What follows belongs to an exercise in optimizing a design on an open flow for small area and a short achievable clock period; a production flow would make more cautious choices. RTL that was checked went through simulation tests only; none was proved equivalent to the original. Power is estimated from default activity; no workload was simulated.

==> v13 <==
==> flow/design.v <==
module rbcmd_rb #(
    parameter C  = 200,
    parameter W  = 8,
    parameter SW = 8
) (
    input  wire          clk,
    input  wire          rst,
    input  wire          clr,
    input  wire          wr_en,
    input  wire [7:0]    wr_data,
    input  wire          rd_en,
    output wire [7:0]    rd_data,
    output wire          empty,
    output wire          full,
    output wire [SW-1:0] size
);
    reg [8*C-1:0] sr;        
    reg [SW-1:0]  cnt;
    reg           empty_q;
    reg           full_q;
    assign size  = cnt;
    assign empty = empty_q;
    assign full  = full_q;
    wire fire = rd_en && !empty_q && !clr;
    always @(posedge clk)
        if (wr_en)
            sr <= {sr[8*C-9:0], wr_data};
    always @(posedge clk) begin
        if (rst || clr) begin
            cnt     <= {SW{1'b0}};
            empty_q <= 1'b1;
            full_q  <= 1'b0;
        end else if (wr_en && !fire) begin
            if (!full_q)
                cnt <= cnt + 1'b1;
            empty_q <= 1'b0;
            full_q  <= full_q || (cnt == C - 1);
        end else if (fire && !wr_en) begin
            cnt     <= cnt - 1'b1;
            empty_q <= (cnt == 1);
            full_q  <= 1'b0;
        end
    end
    wire [7:0]  col;
    wire [25:0] row;
    genvar g, b;
    generate
        for (g = 0; g < 8; g = g + 1) begin : g_col
            assign col[g] = (cnt[2:0] == g);
        end
        for (g = 0; g < 26; g = g + 1) begin : g_row
            assign row[g] = (cnt[7:3] == g);
        end
    endgenerate
    wire [8*208-1:0] slot = {{8*(208-C-1){1'b0}}, sr, sr[7:0]};
    wire [7:0] rv [0:25];
    generate
        for (g = 0; g < 25; g = g + 1) begin : g_rv
            for (b = 0; b < 8; b = b + 1) begin : g_bit
                wire x_n, y_n, z_n;
                rbcmd_ao3 u_x (.s0(col[0]), .s1(col[1]), .s2(col[2]),
                               .d0(slot[64*g + 8*0 + b]), .d1(slot[64*g + 8*1 + b]),
                               .d2(slot[64*g + 8*2 + b]), .y_n(x_n));
                rbcmd_ao3 u_y (.s0(col[3]), .s1(col[4]), .s2(col[5]),
                               .d0(slot[64*g + 8*3 + b]), .d1(slot[64*g + 8*4 + b]),
                               .d2(slot[64*g + 8*5 + b]), .y_n(y_n));
                rbcmd_ao3 u_z (.s0(col[6]), .s1(col[7]), .s2(col[0]),
                               .d0(slot[64*g + 8*6 + b]), .d1(slot[64*g + 8*7 + b]),
                               .d2(slot[64*g + 8*0 + b]), .y_n(z_n));
                assign rv[g][b] = ~(x_n & y_n & z_n);
            end
        end
    endgenerate
    assign rv[25] = slot[8*C +: 8];
    generate
        for (b = 0; b < 8; b = b + 1) begin : g_rd
            wire [8:0] t_n;
            for (g = 0; g < 8; g = g + 1) begin : g_t
                rbcmd_ao3 u_t (.s0(row[3*g]), .s1(row[3*g+1]), .s2(row[3*g+2]),
                               .d0(rv[3*g][b]), .d1(rv[3*g+1][b]), .d2(rv[3*g+2][b]),
                               .y_n(t_n[g]));
            end
            rbcmd_ao3 u_t8 (.s0(row[24]), .s1(row[25]), .s2(row[0]),
                            .d0(rv[24][b]), .d1(rv[25][b]), .d2(rv[0][b]),
                            .y_n(t_n[8]));
            assign rd_data[b] = ~&t_n;
        end
    endgenerate
endmodule
module rbcmd_ao3 (
    input  wire s0, s1, s2,
    input  wire d0, d1, d2,
    output wire y_n
);
    assign y_n = ~((s0 & d0) | (s1 & d1) | (s2 & d2));
endmodule
module rbcmd (
    input  wire        clk,
    input  wire        rst,
    input  wire        clr,
    input  wire        wr_en,
    input  wire [7:0]  wr_data,
    input  wire        sleep_done,
    output wire        empty,
    output wire        full,
    output wire [7:0]  size,
    output wire        send_valid,
    output wire [1:0]  send_len,
    output wire [7:0]  send_b0,
    output wire [7:0]  send_b1,
    output wire [7:0]  send_b2,
    output wire        log_valid,
    output wire [3:0]  log_len,
    output wire [7:0]  log_b0,
    output wire [7:0]  log_b1,
    output wire [7:0]  log_b2,
    output wire [7:0]  log_b3,
    output wire [7:0]  log_b4,
    output wire [7:0]  log_b5,
    output wire [7:0]  log_b6,
    output wire [7:0]  log_b7,
    output wire [7:0]  log_b8,
    output wire [7:0]  log_b9,
    output wire [7:0]  log_b10,
    output wire [7:0]  log_b11,
    output wire [7:0]  log_b12,
    output wire [7:0]  log_b13,
    output wire [7:0]  log_b14,
    output wire        sleep_req,
    output wire [15:0] sleep_ms
);
    localparam [3:0] T_ECHO = 4'd1, T_ADD = 4'd2, T_DELAY = 4'd4, T_LOG = 4'd6;
    reg        s_ah, s_ap, x_echo, x_add, x_delay, x_log, s_dw;
    reg        t_add, t_delay;        
    reg  [3:0] len;
    reg  [3:0] idx;
    reg  [7:0] pl [0:14];
    wire       rd_en = s_ah || s_ap;
    wire [7:0] rd_data;
    rbcmd_rb #(.C(200), .W(8), .SW(8)) u_rb (
        .clk(clk), .rst(rst), .clr(clr),
        .wr_en(wr_en), .wr_data(wr_data),
        .rd_en(rd_en), .rd_data(rd_data),
        .empty(empty), .full(full), .size(size)
    );
    wire fire = rd_en && !empty && !clr;
    wire [3:0] hdr_t = rd_data[7:4];
    wire [3:0] hdr_l = rd_data[3:0];
    wire h_echo  = (hdr_t == T_ECHO);
    wire h_add   = (hdr_t == T_ADD);
    wire h_delay = (hdr_t == T_DELAY);
    wire h_log   = (hdr_t == T_LOG);
    wire h_known = h_echo || h_add || h_delay || h_log;
    wire h_zero  = h_echo || (h_log && hdr_l == 4'd0);
    wire last    = t_add   ? (idx == 4'd3) :
                   t_delay ? (idx == 4'd2) : (idx + 4'd1 == len);
    wire       add_last = t_add && idx == 4'd3;
    wire [7:0] hi_sum   = pl[0] + pl[2];
    integer i;
    always @(posedge clk) begin
        if (rst) begin
            s_ah    <= 1'b1;
            s_ap    <= 1'b0;
            x_echo  <= 1'b0;
            x_add   <= 1'b0;
            x_delay <= 1'b0;
            x_log   <= 1'b0;
            s_dw    <= 1'b0;
        end else begin
            if (s_ah) begin
                if (fire && h_known) begin
                    s_ah    <= 1'b0;
                    s_ap    <= !h_zero;
                    x_echo  <= h_echo;
                    x_log   <= h_log && hdr_l == 4'd0;
                end
            end
            if (s_ap) begin
                if (fire && last) begin
                    s_ap    <= 1'b0;
                    x_add   <= t_add;
                    x_delay <= t_delay;
                    x_log   <= !t_add && !t_delay;
                end
            end
            if (x_echo || x_add || x_log) begin
                x_echo <= 1'b0;
                x_add  <= 1'b0;
                x_log  <= 1'b0;
                s_ah   <= 1'b1;
            end
            if (x_delay) begin
                x_delay <= 1'b0;
                s_dw    <= 1'b1;
            end
            if (s_dw && sleep_done) begin
                s_dw <= 1'b0;
                s_ah <= 1'b1;
            end
        end
    end
    always @(posedge clk) begin
        if (s_ah && fire) begin
            t_add   <= h_add;
            t_delay <= h_delay;
            len     <= hdr_l;
            idx     <= 4'd0;
        end
        if (s_ap && fire)
            idx <= idx + 4'd1;
        for (i = 0; i < 15; i = i + 1)
            if (s_ap && fire && idx == i)
                pl[i] <= rd_data;
        if (s_ap && fire && add_last) begin
            pl[0] <= hi_sum + 8'd1;
            pl[1] <= pl[1] & rd_data;
            pl[2] <= hi_sum;
            pl[3] <= pl[1] ^ rd_data;
        end
    end
    genvar g;
    wire [8:0] cy;               
    assign cy[0] = 1'b0;
    rbcmd_pfx8 u_pfx (.p(pl[3]), .g(pl[1]), .c(cy[8:1]));
    wire       r_co = cy[8];
    wire [7:0] r_lo = pl[3] ^ cy[7:0];
    wire [7:0] r_hi = r_co ? pl[0] : pl[2];
    wire x_ea = x_echo || x_add;
    wire e_add, e_dwd;
    rbcmd_g3 u_sv  (.a(x_ea),  .b(s_dw), .c(sleep_done), .r(rst), .y(send_valid));
    rbcmd_g1 u_sl0 (.a(x_ea),  .r(rst), .y(send_len[0]));
    rbcmd_g3 u_sl1 (.a(x_add), .b(s_dw), .c(sleep_done), .r(rst), .y(send_len[1]));
    rbcmd_g1 u_add (.a(x_add), .r(rst), .y(e_add));
    rbcmd_g2 u_dwd (.b(s_dw),  .c(sleep_done), .r(rst), .y(e_dwd));
    rbcmd_g1 u_dl  (.a(x_delay), .r(rst), .y(sleep_req));
    rbcmd_g1 u_log (.a(x_log), .r(rst), .y(log_valid));
    assign send_b0 = {1'b0, e_dwd, e_add, send_valid, 2'b00, e_add, e_dwd};
    wire [7:0]  pl2_dw = {8{s_dw}} & pl[2];
    wire [15:0] ms_src = {pl[0], pl[1]};
    wire [7:0] hi_add = {8{x_add}} & r_hi;
    generate
        for (g = 0; g < 8; g = g + 1) begin : g_send
            rbcmd_g3 u_b1 (.a(hi_add[g]), .b(pl2_dw[g]), .c(sleep_done), .r(rst),
                           .y(send_b1[g]));
            rbcmd_g2 u_b2 (.b(x_add), .c(r_lo[g]), .r(rst), .y(send_b2[g]));
        end
        for (g = 0; g < 16; g = g + 1) begin : g_ms
            rbcmd_g2 u_ms (.b(x_delay), .c(ms_src[g]), .r(rst), .y(sleep_ms[g]));
        end
        for (g = 0; g < 4; g = g + 1) begin : g_ll
            rbcmd_g2 u_ll (.b(x_log), .c(len[g]), .r(rst), .y(log_len[g]));
        end
    endgenerate
    wire [14:0]  lb_on;
    wire [119:0] lb;
    genvar k;
    generate
        for (g = 0; g < 15; g = g + 1) begin : g_lb
            assign lb_on[g] = x_log && (len > g);
            for (k = 0; k < 8; k = k + 1) begin : g_bit
                rbcmd_g2 u_lb (.b(lb_on[g]), .c(pl[g][k]), .r(rst), .y(lb[8*g+k]));
            end
        end
    endgenerate
    assign {log_b14, log_b13, log_b12, log_b11, log_b10, log_b9, log_b8, log_b7,
            log_b6, log_b5, log_b4, log_b3, log_b2, log_b1, log_b0} = lb;
endmodule
module rbcmd_pfx8 (
    input  wire [7:0] p,
    input  wire [7:0] g,
    output wire [8:1] c
);
    wire [7:0] g1, p1, g2, p2, g3;
    genvar k;
    generate
        for (k = 0; k < 8; k = k + 1) begin : g_pf
            if (k >= 1) begin : g_l1
                assign g1[k] = g[k] | (p[k] & g[k-1]);
                assign p1[k] = p[k] & p[k-1];
            end else begin : g_l1z
                assign g1[k] = g[k];
                assign p1[k] = p[k];
            end
            if (k >= 2) begin : g_l2
                assign g2[k] = g1[k] | (p1[k] & g1[k-2]);
                assign p2[k] = p1[k] & p1[k-2];
            end else begin : g_l2z
                assign g2[k] = g1[k];
                assign p2[k] = p1[k];
            end
            if (k >= 4) begin : g_l3
                assign g3[k] = g2[k] | (p2[k] & g2[k-4]);
            end else begin : g_l3z
                assign g3[k] = g2[k];
            end
        end
    endgenerate
    assign c = g3;
endmodule
module rbcmd_g1 (
    input  wire a,
    input  wire r,
    output wire y
);
    assign y = a & ~r;
endmodule
module rbcmd_g2 (
    input  wire b,
    input  wire c,
    input  wire r,
    output wire y
);
    assign y = b & c & ~r;
endmodule
module rbcmd_g3 (
    input  wire a,
    input  wire b,
    input  wire c,
    input  wire r,
    output wire y
);
    assign y = (a | (b & c)) & ~r;
endmodule
==> flow/flow/run.sh <==
#!/bin/bash
# Layout flow: the standard flow (standard synthesis unchanged), with
#  - timing repair aimed at a setup slack of SETUP_MARGIN ns instead of 5,
#  - clock tree synthesis without dummy loads,
#  - every port on the bottom edge (flow/io.tcl, read before pin placement).
# The ORFS tools write their logs under orfs/logs; make's output is make.log.
set -uo pipefail
SETUP_MARGIN=5.6
CTS="-sink_clustering_enable -repair_clock_nets -dont_use_dummy_load"
bash standard.sh SETUP_SLACK_MARGIN=$SETUP_MARGIN "CTS_ARGS=$CTS" \
    PRE_IO_PLACEMENT_TCL=$PWD/flow/io.tcl finish > make.log 2>&1
==> flow/flow/io.tcl <==
# Keep every port on the bottom edge, so that the paths from the inputs to
# the outputs (rst and sleep_done gate the strobes) stay short.
set_io_pin_constraint -direction input -region bottom:*
set_io_pin_constraint -direction output -region bottom:*
==> flow/standard.sh <==
#!/bin/bash
# synth_recipe.tcl (not shown) runs the flow's synth.tcl, then flattens the netlist and writes it again
# the make line also repeats each setting of config.mk as NAME=value (left out here)
make -C /OpenROAD-flow-scripts/flow DESIGN_CONFIG=/design/flow/config.mk WORK_HOME=/design/flow/orfs CLKGATE_MAP_FILE= SYNTH_SCRIPT=/design/flow/synth_recipe.tcl "${@:-finish}"
==> flow/config.mk <==
export PLATFORM = sky130hd
export DESIGN_NAME = rbcmd
export DESIGN_NICKNAME = rbcmd
export VERILOG_FILES = /design/flow/design.v
export SDC_FILE = /design/flow/constraint.sdc
export NUM_CORES = 4
export LEC_CHECK = 0
export CAP_MARGIN = 20
export CORE_MARGIN = 2
export CORE_UTILIZATION = 60
export SETUP_SLACK_MARGIN = 5
export SLEW_MARGIN = 20
export SYNTH_HIERARCHICAL = 1
==> flow/constraint.sdc <==
create_clock -name core_clock -period 10.0 [get_ports {clk}]
set_input_delay 2.0000 -clock core_clock [delete_from_list [all_inputs] [get_ports {clk}]]
set_output_delay 2.0000 -clock core_clock [all_outputs]
set_load 0.01 [all_outputs]
==> v9 (differences from v13) <==
==> flow/design.v, changed modules only <==
module rbcmd (
    input  wire        clk,
    input  wire        rst,
    input  wire        clr,
    input  wire        wr_en,
    input  wire [7:0]  wr_data,
    input  wire        sleep_done,
    output wire        empty,
    output wire        full,
    output wire [7:0]  size,
    output wire        send_valid,
    output wire [1:0]  send_len,
    output wire [7:0]  send_b0,
    output wire [7:0]  send_b1,
    output wire [7:0]  send_b2,
    output wire        log_valid,
    output wire [3:0]  log_len,
    output wire [7:0]  log_b0,
    output wire [7:0]  log_b1,
    output wire [7:0]  log_b2,
    output wire [7:0]  log_b3,
    output wire [7:0]  log_b4,
    output wire [7:0]  log_b5,
    output wire [7:0]  log_b6,
    output wire [7:0]  log_b7,
    output wire [7:0]  log_b8,
    output wire [7:0]  log_b9,
    output wire [7:0]  log_b10,
    output wire [7:0]  log_b11,
    output wire [7:0]  log_b12,
    output wire [7:0]  log_b13,
    output wire [7:0]  log_b14,
    output wire        sleep_req,
    output wire [15:0] sleep_ms
);
    localparam [3:0] T_ECHO = 4'd1, T_ADD = 4'd2, T_DELAY = 4'd4, T_LOG = 4'd6;
    reg        s_ah, s_ap, x_echo, x_add, x_delay, x_log, s_dw;
    reg        t_add, t_delay;        
    reg  [3:0] len;
    reg  [3:0] idx;
    reg  [7:0] pl [0:14];
    wire       rd_en = s_ah || s_ap;
    wire [7:0] rd_data;
    rbcmd_rb #(.C(200), .W(8), .SW(8)) u_rb (
        .clk(clk), .rst(rst), .clr(clr),
        .wr_en(wr_en), .wr_data(wr_data),
        .rd_en(rd_en), .rd_data(rd_data),
        .empty(empty), .full(full), .size(size)
    );
    wire fire = rd_en && !empty && !clr;
    wire [3:0] hdr_t = rd_data[7:4];
    wire [3:0] hdr_l = rd_data[3:0];
    wire h_echo  = (hdr_t == T_ECHO);
    wire h_add   = (hdr_t == T_ADD);
    wire h_delay = (hdr_t == T_DELAY);
    wire h_log   = (hdr_t == T_LOG);
    wire h_known = h_echo || h_add || h_delay || h_log;
    wire h_zero  = h_echo || (h_log && hdr_l == 4'd0);
    wire last    = t_add   ? (idx == 4'd3) :
                   t_delay ? (idx == 4'd2) : (idx + 4'd1 == len);
    integer i;
    always @(posedge clk) begin
        if (rst) begin
            s_ah    <= 1'b1;
            s_ap    <= 1'b0;
            x_echo  <= 1'b0;
            x_add   <= 1'b0;
            x_delay <= 1'b0;
            x_log   <= 1'b0;
            s_dw    <= 1'b0;
        end else begin
            if (s_ah) begin
                if (fire && h_known) begin
                    s_ah    <= 1'b0;
                    s_ap    <= !h_zero;
                    x_echo  <= h_echo;
                    x_log   <= h_log && hdr_l == 4'd0;
                end
            end
            if (s_ap) begin
                if (fire && last) begin
                    s_ap    <= 1'b0;
                    x_add   <= t_add;
                    x_delay <= t_delay;
                    x_log   <= !t_add && !t_delay;
                end
            end
            if (x_echo || x_add || x_log) begin
                x_echo <= 1'b0;
                x_add  <= 1'b0;
                x_log  <= 1'b0;
                s_ah   <= 1'b1;
            end
            if (x_delay) begin
                x_delay <= 1'b0;
                s_dw    <= 1'b1;
            end
            if (s_dw && sleep_done) begin
                s_dw <= 1'b0;
                s_ah <= 1'b1;
            end
        end
    end
    always @(posedge clk) begin
        if (s_ah && fire) begin
            t_add   <= h_add;
            t_delay <= h_delay;
            len     <= hdr_l;
            idx     <= 4'd0;
        end
        if (s_ap && fire)
            idx <= idx + 4'd1;
        for (i = 0; i < 15; i = i + 1)
            if (s_ap && fire && idx == i)
                pl[i] <= rd_data;
    end
    wire x_ea = x_echo || x_add;
    wire e_ea, e_add, e_b1, e_dwd, e_delay, e_log;
    rbcmd_g3 u_sv  (.a(x_ea),    .b(s_dw), .c(sleep_done), .r(rst), .y(send_valid));
    rbcmd_g1 u_ea  (.a(x_ea),    .r(rst), .y(e_ea));
    rbcmd_g1 u_add (.a(x_add),   .r(rst), .y(e_add));
    rbcmd_g3 u_b1  (.a(x_add),   .b(s_dw), .c(sleep_done), .r(rst), .y(e_b1));
    rbcmd_g2 u_dwd (.b(s_dw),    .c(sleep_done), .r(rst), .y(e_dwd));
    rbcmd_g1 u_dl  (.a(x_delay), .r(rst), .y(e_delay));
    rbcmd_g1 u_log (.a(x_log),   .r(rst), .y(e_log));
    assign send_len   = {e_b1, e_ea};
    assign send_b0    = {1'b0, e_dwd, e_add, send_valid, 2'b00, e_add, e_dwd};
    wire [15:0] add_r = {pl[0], pl[1]} + {pl[2], pl[3]};
    assign send_b1    = {8{e_b1}} & (x_add ? add_r[15:8] : pl[2]);
    assign send_b2    = {8{e_add}} & add_r[7:0];
    assign sleep_req  = e_delay;
    assign sleep_ms   = {16{e_delay}} & {pl[0], pl[1]};
    assign log_valid  = e_log;
    assign log_len    = {4{e_log}} & len;
    wire [14:0] lb_on;
    genvar g;
    generate
        for (g = 0; g < 15; g = g + 1) begin : g_lb
            rbcmd_g1 u_lb (.a(x_log && (len > g)), .r(rst), .y(lb_on[g]));
        end
    endgenerate
    assign log_b0  = {8{lb_on[0]}}  & pl[0];
    assign log_b1  = {8{lb_on[1]}}  & pl[1];
    assign log_b2  = {8{lb_on[2]}}  & pl[2];
    assign log_b3  = {8{lb_on[3]}}  & pl[3];
    assign log_b4  = {8{lb_on[4]}}  & pl[4];
    assign log_b5  = {8{lb_on[5]}}  & pl[5];
    assign log_b6  = {8{lb_on[6]}}  & pl[6];
    assign log_b7  = {8{lb_on[7]}}  & pl[7];
    assign log_b8  = {8{lb_on[8]}}  & pl[8];
    assign log_b9  = {8{lb_on[9]}}  & pl[9];
    assign log_b10 = {8{lb_on[10]}} & pl[10];
    assign log_b11 = {8{lb_on[11]}} & pl[11];
    assign log_b12 = {8{lb_on[12]}} & pl[12];
    assign log_b13 = {8{lb_on[13]}} & pl[13];
    assign log_b14 = {8{lb_on[14]}} & pl[14];
endmodule
// module rbcmd_pfx8 removed
==> flow/flow/run.sh (replaced) <==
#!/bin/bash
# Layout flow: the standard flow (standard synthesis unchanged), with
#  - timing repair aimed at a setup slack of SETUP_MARGIN ns instead of 5,
#  - clock tree synthesis without dummy loads and with a smaller buffer.
# Each tool's output goes to the ORFS logs under orfs/logs; make's own
# output goes to make.log here.
set -uo pipefail
SETUP_MARGIN=5.6
CTS="-sink_clustering_enable -repair_clock_nets -dont_use_dummy_load"
bash standard.sh SETUP_SLACK_MARGIN=$SETUP_MARGIN "CTS_ARGS=$CTS" finish > make.log 2>&1
rc=$?
cp -r orfs/logs flow_logs 2>/dev/null
exit $rc
- CORE_UTILIZATION: 60 -> 40
removed: flow/flow/io.tcl
==> v8 (differences from v13) <==
==> flow/design.v, changed modules only <==
module rbcmd_rb #(
    parameter C  = 200,
    parameter W  = 8,
    parameter SW = 8
) (
    input  wire          clk,
    input  wire          rst,
    input  wire          clr,
    input  wire          wr_en,
    input  wire [7:0]    wr_data,
    input  wire          rd_en,
    output wire [7:0]    rd_data,
    output wire          empty,
    output wire          full,
    output wire [SW-1:0] size
);
    reg [8*C-1:0] sr;        
    reg [SW-1:0]  cnt;
    reg           empty_q;
    reg           full_q;
    assign size  = cnt;
    assign empty = empty_q;
    assign full  = full_q;
    wire fire = rd_en && !empty_q && !clr;
    always @(posedge clk)
        if (wr_en)
            sr <= {sr[8*C-9:0], wr_data};
    reg [SW-1:0] cnt_n;
    always @(*) begin
        cnt_n = cnt;
        if (rst || clr)
            cnt_n = {SW{1'b0}};
        else if (wr_en && !fire && !full_q)
            cnt_n = cnt + 1'b1;
        else if (fire && !wr_en)
            cnt_n = cnt - 1'b1;
    end
    always @(posedge clk) begin
        cnt <= cnt_n;
        if (rst || clr) begin
            empty_q <= 1'b1;
            full_q  <= 1'b0;
        end else if (wr_en && !fire) begin
            empty_q <= 1'b0;
            full_q  <= full_q || (cnt == C - 1);
        end else if (fire && !wr_en) begin
            empty_q <= (cnt == 1);
            full_q  <= 1'b0;
        end
    end
    reg  [7:0]  col;
    reg  [25:0] row;
    integer j;
    always @(posedge clk) begin
        for (j = 0; j < 8; j = j + 1)
            col[j] <= (cnt_n[2:0] == j);
        for (j = 0; j < 26; j = j + 1)
            row[j] <= (cnt_n[7:3] == j);
    end
    genvar g, b;
    wire [8*208-1:0] slot = {{8*(208-C-1){1'b0}}, sr, sr[7:0]};
    wire [7:0] rv [0:25];
    generate
        for (g = 0; g < 25; g = g + 1) begin : g_rv
            for (b = 0; b < 8; b = b + 1) begin : g_bit
                wire x_n, y_n, z_n;
                rbcmd_ao3 u_x (.s0(col[0]), .s1(col[1]), .s2(col[2]),
                               .d0(slot[64*g + 8*0 + b]), .d1(slot[64*g + 8*1 + b]),
                               .d2(slot[64*g + 8*2 + b]), .y_n(x_n));
                rbcmd_ao3 u_y (.s0(col[3]), .s1(col[4]), .s2(col[5]),
                               .d0(slot[64*g + 8*3 + b]), .d1(slot[64*g + 8*4 + b]),
                               .d2(slot[64*g + 8*5 + b]), .y_n(y_n));
                rbcmd_ao3 u_z (.s0(col[6]), .s1(col[7]), .s2(col[0]),
                               .d0(slot[64*g + 8*6 + b]), .d1(slot[64*g + 8*7 + b]),
                               .d2(slot[64*g + 8*0 + b]), .y_n(z_n));
                assign rv[g][b] = ~(x_n & y_n & z_n);
            end
        end
    endgenerate
    assign rv[25] = slot[8*C +: 8];
    generate
        for (b = 0; b < 8; b = b + 1) begin : g_rd
            wire [8:0] t_n;
            for (g = 0; g < 8; g = g + 1) begin : g_t
                rbcmd_ao3 u_t (.s0(row[3*g]), .s1(row[3*g+1]), .s2(row[3*g+2]),
                               .d0(rv[3*g][b]), .d1(rv[3*g+1][b]), .d2(rv[3*g+2][b]),
                               .y_n(t_n[g]));
            end
            rbcmd_ao3 u_t8 (.s0(row[24]), .s1(row[25]), .s2(row[0]),
                            .d0(rv[24][b]), .d1(rv[25][b]), .d2(rv[0][b]),
                            .y_n(t_n[8]));
            assign rd_data[b] = ~&t_n;
        end
    endgenerate
endmodule
--- a/flow/flow/run.sh
+++ b/flow/flow/run.sh
@@ -6,5 +6,5 @@
 # The ORFS tools write their logs under orfs/logs; make's output is make.log.
 set -uo pipefail
-SETUP_MARGIN=5.6
+SETUP_MARGIN=5.3
 CTS="-sink_clustering_enable -repair_clock_nets -dont_use_dummy_load"
 bash standard.sh SETUP_SLACK_MARGIN=$SETUP_MARGIN "CTS_ARGS=$CTS" \
==> results.txt <==
- v8 finished clean. v9 passed the timing, design-rule and antenna checks. v13 went through all stages and came out clean.
- Synthesized area: v9 < v13 < v8.
- Of v9 and v8, v8 has the higher sequential power (gap about 2%, measured against v8).
- Against v13, the sequential share of layout area of v8 is higher by 2.3 points.
- Of v13 and v9, v13 has the higher global-route usage (gap 12 points).
- Clock skew, highest first: v13, v9, v8.
- Clock-buffer cell count, lowest first: v13, v8, v9.
- The lowest maximum frequency belongs to v9, the highest to v8.
- The highest final cell count belongs to v9, the lowest to v8.
==> figures <==
metric	v9	v13	v8
Outcome	timing/DRC/antenna clean	timing/DRC/antenna clean	timing/DRC/antenna clean
Number of gates on the worst path with buffers counted	9	21	9
Peak ir drop on the vdd network	0.000212 V	0.000169 V	0.000189 V
R2r startpoint	u_rb.cnt[1]	u_rb.cnt[1]	u_rb.col[3]
Maximum number of pins on one net before global-route repair	194	206	193
Antenna diodes	1	5	3
Count of cells resized by post-cts repair	984	878	395
Worst setup path class	flop to output port	flop to flop	flop to output port
CP endpoint kind	output port	flop	output port
Static leakage power	26.0 nW	26.4 nW	25.7 nW
Layout cells sized above 1	0.244	0.187	0.115
Depth of the worst register-to-register path	19	21	14
Hold Path Sink	u_rb.sr[1327]	u_rb.sr[972]	u_rb.sr[203]
Post-Place Setup Slack	3.90 ns	3.84 ns	4.23 ns
Worst-Margin Slew	1.22 ns	1.33 ns	1.21 ns
Share of cell area taken by multi-input logic gates	0.155	0.161	0.160
Flip-flop and latch count after synthesis	1747	1747	1781
Wire length of the first global-routing pass	241000 um	262000 um	252000 um
The RTL of v9 was laid out without a check of its function.

==> separate check: timing with driven ports <==
Ports are ideal in the flow. The routed layouts listed here were re-timed in OpenROAD. Step 1, drivers: a clkbuf_16 drives clk and a buf_2 each remaining input, both assumed. Step 2 also shifts input and output timing later by t, the mid clock arrival at the registers, as if the neighbouring blocks saw the same clock. Three values: no drivers, after step 1, after step 2; two values: the first two.
run | t, ns | slack for setup (ns) | worst setup path after step 2 | latest minus earliest clock arrival (ns) | worst register clock-pin slew, ns
v13 | 0.792 | 4.872 / 4.684 / 4.684 | input to output | 0.107 / 0.107 | 0.07 / 0.07
v9 | 0.835 | 4.771 / 4.700 / 4.786 | input to output | 0.090 / 0.090 | 0.06 / 0.06
v8 | 0.809 | 5.165 / 4.967 / 4.815 | input to register | 0.067 / 0.067 | 0.07 / 0.07
After both steps setup and hold are still met in every run listed. The setup slack of v8, which loses most, moves by -0.198 ns with the drivers and by -0.350 ns with both steps.
